Source: an optimization exercise on an open RTL-to-GDS flow (aim: a short achievable clock period and few clock cycles). Production flows keep margins and buffers that such runs may drop. Only simulation tests tie the RTL to the original design; equivalence was not proved. Power is estimated from default activity; no workload was simulated.

Setup of job 9982:
Design fb_engine, start of the top module:
module fb_engine (
    input  wire        clk,
    input  wire        rst,
    input  wire        cmd_valid,
    output wire        cmd_ready,
    input  wire [3:0]  cmd_op,
    input  wire        cmd_fb,
    input  wire [15:0] cmd_x1,
    input  wire [15:0] cmd_y1,
    input  wire [15:0] cmd_x2,
    input  wire [15:0] cmd_y2,
    input  wire [15:0] cmd_x3,
    input  wire [15:0] cmd_y3,
    input  wire [7:0]  cmd_color,
    input  wire [31:0] cmd_pal,
    input  wire        img_valid,
    output wire        img_ready,
    input  wire [7:0]  img_data,
    output wire        mem_rd_en,
    output wire [16:0] mem_rd_addr,
    input  wire [7:0]  mem_rd_data,
    output wire        mem_wr_en,
    output wire [16:0] mem_wr_addr,
    output wire [7:0]  mem_wr_data,
    output wire        busy,
    output reg         active_valid,
    output reg         active_fb,
    output reg         cursor_en
);
Size: about 100000 sq um of cells after synthesis.
clock: 15.0 ns
lec_check: 0
abc_clock_period_in_ps: 4000
cap_margin: 20
core_margin: 2
core_utilization: 40
slew_margin: 20
standard.sh (not shown) runs the stock make flow with config.mk's settings and CLKGATE_MAP_FILE= SYNTH_SCRIPT=/design/flow/synth_recipe.tcl, a recipe that flattens the netlist after the stock synthesis.
==> flow/flow/run.sh <==
#!/bin/bash
# Standard ORFS layout with two additions: the reset pin is placed next to
# mem_wr_en, and timing repair aims for more setup slack than the default.
set -euo pipefail
here=$(pwd)
bash standard.sh IO_CONSTRAINTS="$here/flow/io.tcl" SETUP_SLACK_MARGIN=8.7 finish > "$here/orfs_make.log" 2>&1
==> flow/flow/io.tcl <==
# keep the reset input next to the write-enable output: the write enable is
# gated by reset, so this is the one path from an input straight to an output
set_io_pin_constraint -group -order -pin_names {rst mem_wr_en}
Testbench counts of job 9982, summed over its fixed seeds: cycles 1,088,608.
> inputs changed (job 9982 -> job 5279)
--- a/flow/design.v
+++ b/flow/design.v
@@ -243,27 +243,26 @@
     wire i_left  = (wk_x < wk_kx1);
     wire i_right = (wk_x >= wk_kx2);
     wire i_out   = !i_vrow || i_left || i_right;
     wire [15:0] i_ld = wk_kx1 - wk_x;
     wire [2:0] i_a  = 3'd4 - {1'b0, wk_q};
     wire       i_cxs = (wk_cx[15:2] == 14'd0);
     wire [2:0] i_r  = i_cxs ? {1'b0, wk_cx[1:0]} + 3'd1 : 3'd4;
     wire [2:0] i_l  = (i_vrow && i_left && (i_ld[15:2] == 14'd0)) ? {1'b0, i_ld[1:0]} : 3'd4;
     wire [2:0] i_ar = (i_r < i_a) ? i_r : i_a;
     wire [2:0] i_ks = (i_l < i_ar) ? i_l : i_ar;
     wire [2:0] i_k  = i_out ? i_ks : 3'd1;
     wire       i_rowend = i_cxs && ({1'b0, wk_cx[1:0]} + 3'd1 == i_k);
-    wire       i_done   = i_rowend && (wk_cy == 16'd0);
     wire emit     = adv && !(wk_img && i_out);
-    wire wk_free  = !wk_valid || (adv && (wk_img ? i_done : wk_last));
+    wire wk_free  = !wk_valid || (adv && !wk_img && wk_last);
     wire signed [19:0] e2 = {wk_err[18:0], 1'b0};
     wire l_stx = (e2 >= wk_dy);
     wire l_sty = (e2 <= wk_dx);
     wire [15:0] l_xs = wk_lsx ? wk_x - 16'd1 : wk_x + 16'd1;
     wire [15:0] l_ys = wk_lsy ? wk_y - 16'd1 : wk_y + 16'd1;
     wire signed [19:0] l_err_x  = wk_err + wk_dy;
     wire signed [19:0] l_err_y  = wk_err + wk_dx;
     wire signed [19:0] l_err_xy = wk_err + wk_dxy;
     wire [15:0] l_aw_x  = wk_aw + wk_dax;
     wire [15:0] l_aw_y  = wk_aw + wk_day;
     wire [15:0] l_aw_xy = wk_aw + wk_daxy;
     wire l_eqx_c = (wk_x == wk_lx2), l_eqx_s = (l_xs == wk_lx2);
Notes after the runs:
Job 5279: flow completed, timing, DRC and antenna clean. Job 9982 was carried through to the last stage, and its layout satisfied the timing, design-rule and antenna checks. [job 5279 vs job 9982] final design instance area without fill: lower in job 5279. Global routing met2 resource utilization across job 5279 and job 9982: no real change. Taking job 9982 as the reference point, the routed wire length of job 5279 falls by about 5.6%. Delta (job 5279 minus job 9982): HPWL after detailed placement dropped about 1.3%; filler cell count climbed 0.51%; synthesized cell count dropped 0.46%; maximum frequency climbed about 1.3%; routed length on met3 dropped about 12%.
Testbench counts of job 5279, summed over its fixed seeds: cycles 1,089,067.

---

Another version of the RTL of fb_engine (not shown whole).
For scale: ~12,000 cells after synthesis, roughly 1,900 flip-flops.
Design fb_engine, start of the top module:
module fb_engine (
    input  wire        clk,
    input  wire        rst,
    input  wire        cmd_valid,
    output wire        cmd_ready,
    input  wire [3:0]  cmd_op,
    input  wire        cmd_fb,
    input  wire [15:0] cmd_x1,
    input  wire [15:0] cmd_y1,
    input  wire [15:0] cmd_x2,
    input  wire [15:0] cmd_y2,
    input  wire [15:0] cmd_x3,
    input  wire [15:0] cmd_y3,
    input  wire [7:0]  cmd_color,
    input  wire [31:0] cmd_pal,
    input  wire        img_valid,
    output wire        img_ready,
    input  wire [7:0]  img_data,
    output wire        mem_rd_en,
    output wire [16:0] mem_rd_addr,
    input  wire [7:0]  mem_rd_data,
    output wire        mem_wr_en,
    output wire [16:0] mem_wr_addr,
    output wire [7:0]  mem_wr_data,
    output wire        busy,
    output reg         active_valid,
    output reg         active_fb,
    output reg         cursor_en
);
    localparam [3:0] OP_SETCLIP  = 4'd0,
                     OP_SETPIXEL = 4'd1,
                     OP_LINE     = 4'd2,
                     OP_RECT     = 4'd3,
                     OP_CLEAR    = 4'd4,
                     OP_COPYRECT = 4'd5,
                     OP_IMAGE    = 4'd7,
                     OP_SCROLLUP = 4'd8,
                     OP_ACTIVATE = 4'd9;
    localparam [1:0] K_FILL = 2'd0,
                     K_COPY = 2'd1,
                     K_IMG  = 2'd2,
                     K_LINE = 2'd3;
    localparam [2:0] F_LAST = 3'd7;
    reg [15:0] clx1_0, cly1_0, clx2_0, cly2_0;
  ...
Settings: LEC_CHECK=0, ABC_CLOCK_PERIOD_IN_PS=4000, CAP_MARGIN=20, CORE_MARGIN=2, CORE_UTILIZATION=40, SLEW_MARGIN=20; clock period 15.0 ns.
==> flow/flow/run.sh <==
#!/bin/bash
# Standard ORFS layout with two additions: the reset pin is placed next to
# mem_wr_en, and timing repair aims for more setup slack than the default.
set -euo pipefail
here=$(pwd)
bash standard.sh IO_CONSTRAINTS="$here/flow/io.tcl" SETUP_SLACK_MARGIN=9.2 finish > "$here/orfs_make.log" 2>&1
Scripts as last shown in full above: flow/flow/io.tcl
Testbench counts at the start, summed over its fixed seeds: cycles 1,089,067.
Change:
--- a/flow/design.v
+++ b/flow/design.v
@@ -66,20 +66,14 @@
     wire [15:0] ky2 = f_fb ? cly2_1 : cly2_0;
     function signed [19:0] sx20;
         input [15:0] v;
         begin
             sx20 = $signed({4'b0000, v});
         end
     endfunction
-    function signed [16:0] sx17;
-        input [15:0] v;
-        begin
-            sx17 = $signed({1'b0, v});
-        end
-    endfunction
     function signed [19:0] max3;
         input signed [19:0] a, b, c;
         reg ab, ac, bc;
         begin
             ab = a >= b;
             ac = a >= c;
             bc = b >= c;
@@ -226,15 +220,14 @@
     reg        wk_last;          
     reg        wk_rd;            
     reg [1:0]  wk_kind;
     reg        wk_fb;
     reg [15:0] wk_aw, wk_ar, wk_cx, wk_cy, wk_wm1, wk_jump;
     reg        wk_cxz, wk_wm1z, wk_neg;
     reg [15:0] wk_x, wk_y, wk_x0;
-    reg signed [16:0] wk_xr1, wk_xr2, wk_yr1, wk_yr2, wk_xr1_0, wk_xr2_0;
     reg [15:0] wk_kx1, wk_ky1, wk_kx2, wk_ky2;
     reg [7:0]  wk_color;
     reg [31:0] wk_pal;
     reg [7:0]  wk_byte;
     reg [1:0]  wk_q;
     reg [15:0] wk_lx2, wk_ly2;
     reg signed [19:0] wk_dx, wk_dy, wk_dxy, wk_err;
@@ -242,23 +235,23 @@
     reg [15:0] wk_dax, wk_day, wk_daxy;
     wire wk_img  = (wk_kind == K_IMG);
     wire wk_line = (wk_kind == K_LINE);
     wire wk_copy = (wk_kind == K_COPY);
     wire ff_empty = (ff_cnt == 3'd0);
     wire adv      = wk_valid && !(wk_img && (wk_q == 2'd0) && ff_empty);
     wire pop      = adv && wk_img && (wk_q == 2'd0);
-    wire i_vrow  = !wk_yr1[16] && wk_yr2[16];
-    wire i_left  = wk_xr1[16];
-    wire i_right = !wk_xr2[16];
+    wire i_vrow  = (wk_y >= wk_ky1) && (wk_y < wk_ky2);
+    wire i_left  = (wk_x < wk_kx1);
+    wire i_right = (wk_x >= wk_kx2);
     wire i_out   = !i_vrow || i_left || i_right;
-    wire [15:0] i_ld = {14'd0, 2'd0 - wk_xr1[1:0]};
+    wire [15:0] i_ld = wk_kx1 - wk_x;
     wire [2:0] i_a  = 3'd4 - {1'b0, wk_q};
     wire       i_cxs = (wk_cx[15:2] == 14'd0);
     wire [2:0] i_r  = i_cxs ? {1'b0, wk_cx[1:0]} + 3'd1 : 3'd4;
-    wire [2:0] i_l  = (i_vrow && i_left && (wk_xr1[15:2] == 14'h3fff) && (wk_xr1[1:0] != 2'b00)) ? {1'b0, i_ld[1:0]} : 3'd4;
+    wire [2:0] i_l  = (i_vrow && i_left && (i_ld[15:2] == 14'd0)) ? {1'b0, i_ld[1:0]} : 3'd4;
     wire [2:0] i_ar = (i_r < i_a) ? i_r : i_a;
     wire [2:0] i_ks = (i_l < i_ar) ? i_l : i_ar;
     wire [2:0] i_k  = i_out ? i_ks : 3'd1;
     wire       i_rowend = i_cxs && ({1'b0, wk_cx[1:0]} + 3'd1 == i_k);
     wire emit     = adv && !(wk_img && i_out);
     wire wk_free  = !wk_valid || (adv && !wk_img && wk_last);
     wire signed [19:0] e2 = {wk_err[18:0], 1'b0};
@@ -421,20 +414,14 @@
             wk_cxz   <= d_wm1z;
             wk_wm1z  <= d_wm1z;
             wk_jump  <= d_jump;
             wk_neg   <= d_neg;
             wk_x     <= f_x1;
             wk_y     <= f_y1;
             wk_x0    <= f_x1;
-            wk_xr1   <= sx17(f_x1) - sx17(kx1);
-            wk_xr2   <= sx17(f_x1) - sx17(kx2);
-            wk_yr1   <= sx17(f_y1) - sx17(ky1);
-            wk_yr2   <= sx17(f_y1) - sx17(ky2);
-            wk_xr1_0 <= sx17(f_x1) - sx17(kx1);
-            wk_xr2_0 <= sx17(f_x1) - sx17(kx2);
             wk_kx1   <= kx1;
             wk_ky1   <= ky1;
             wk_kx2   <= kx2;
             wk_ky2   <= ky2;
             wk_color <= f_color;
             wk_pal   <= f_pal;
             wk_q     <= 2'd0;
@@ -453,23 +440,20 @@
         end else if (adv && wk_img) begin
             if (pop) wk_byte <= ff_head;
             wk_q <= wk_q + i_k[1:0];
             if (i_rowend) begin
                 if (wk_cy == 16'd0) wk_valid <= 1'b0;
                 wk_cx <= wk_wm1;
                 wk_cy <= wk_cy - 16'd1;
-                wk_xr1 <= wk_xr1_0;
-                wk_xr2 <= wk_xr2_0;
-                wk_yr1 <= wk_yr1 + 17'sd1;
-                wk_yr2 <= wk_yr2 + 17'sd1;
+                wk_x  <= wk_x0;
+                wk_y  <= wk_y + 16'd1;
                 wk_aw <= wk_aw + wk_jump + {13'd0, i_k - 3'd1};
             end else begin
                 wk_cx <= wk_cx - {13'd0, i_k};
-                wk_xr1 <= wk_xr1 + $signed({14'd0, i_k});
-                wk_xr2 <= wk_xr2 + $signed({14'd0, i_k});
+                wk_x  <= wk_x + {13'd0, i_k};
                 wk_aw <= wk_aw + {13'd0, i_k};
             end
         end else if (emit) begin
             if (wk_last) begin
                 wk_valid <= 1'b0;
                 wk_rd    <= 1'b0;
             end
@@ -526,15 +510,15 @@
         if (rst) begin
             p_valid <= 1'b0;
             w_en    <= 1'b0;
         end else begin
             p_valid <= emit;
             w_en    <= p_valid && p_we;
         end
-        p_we   <= wk_line ? in_clip : 1'b1;
+        p_we   <= (wk_line || wk_img) ? in_clip : 1'b1;
         p_copy <= wk_copy;
         p_addr <= {wk_fb, wk_aw};
         p_data <= wk_img ? img_col : wk_color;
         w_addr <= p_addr;
         w_data <= p_copy ? mem_rd_data : p_data;
     end
     assign mem_wr_en   = w_en && !rst;
Hold slack is better by 0.0039 ns.
Maximum frequency is lower by 2.4%.
Synthesized area is lower by about 6%.
Clock skew is lower by 0.020 ns.
Sequential power is lower by 4.6%.
Wire length is lower by about 3%.
Non-clock buffer count is higher by 42.
Sequential share of layout area is lower by 0.71 points.
First-iteration DRC count barely changes.
Power is lower by 2.9%.
Worst setup slack is worse by 0.16 ns.
Cell area is lower by about 5%.
Synthesized cell count is lower by about 6%.
Testbench counts after the change, summed over its fixed seeds: cycles 1,089,067.

==> afterwards: timing with drivers on the ports <==
The results above use ideal ports. As a check the final layouts listed here were re-extracted and re-timed, cells and wires unchanged.
Step 1 (the two cells are an assumption about what drives the block):
set clk [get_ports {clk}]
set_driving_cell -lib_cell sky130_fd_sc_hd__clkbuf_16 $clk
set_driving_cell -lib_cell sky130_fd_sc_hd__buf_2 [delete_from_list [all_inputs] $clk]
Step 2 moves the port delays by t, midway between the first and last clock arrival at a register: inputs arrive t later, outputs are due t later. That takes back most of the time a late clock gives input paths.
Slacks: no drivers / after step 1 / after step 2; pairs: no drivers / after step 1.
run | t (ns) | setup slack, ns | hold slack, ns | worst register clock-pin slew, ns
job 9982 | 0.967 | 8.476 / 8.338 / 8.338 | 0.324 / 0.324 / 0.324 | 0.07 / 0.07
job 5279 | 0.957 | 8.556 / 8.556 / 8.556 | 0.316 / 0.316 / 0.316 | 0.07 / 0.07
the first run of note 2 | 1.000 | 8.685 / 8.630 / 8.630 | 0.313 / 0.313 / 0.313 | 0.07 / 0.07
the second run of note 2 | 0.961 | 8.527 / 8.527 / 8.527 | 0.317 / 0.317 / 0.317 | 0.07 / 0.07
After both steps setup and hold are still met in every run listed. The setup slack of job 9982, which loses most, moves by -0.138 ns with the drivers and by -0.138 ns with both steps.
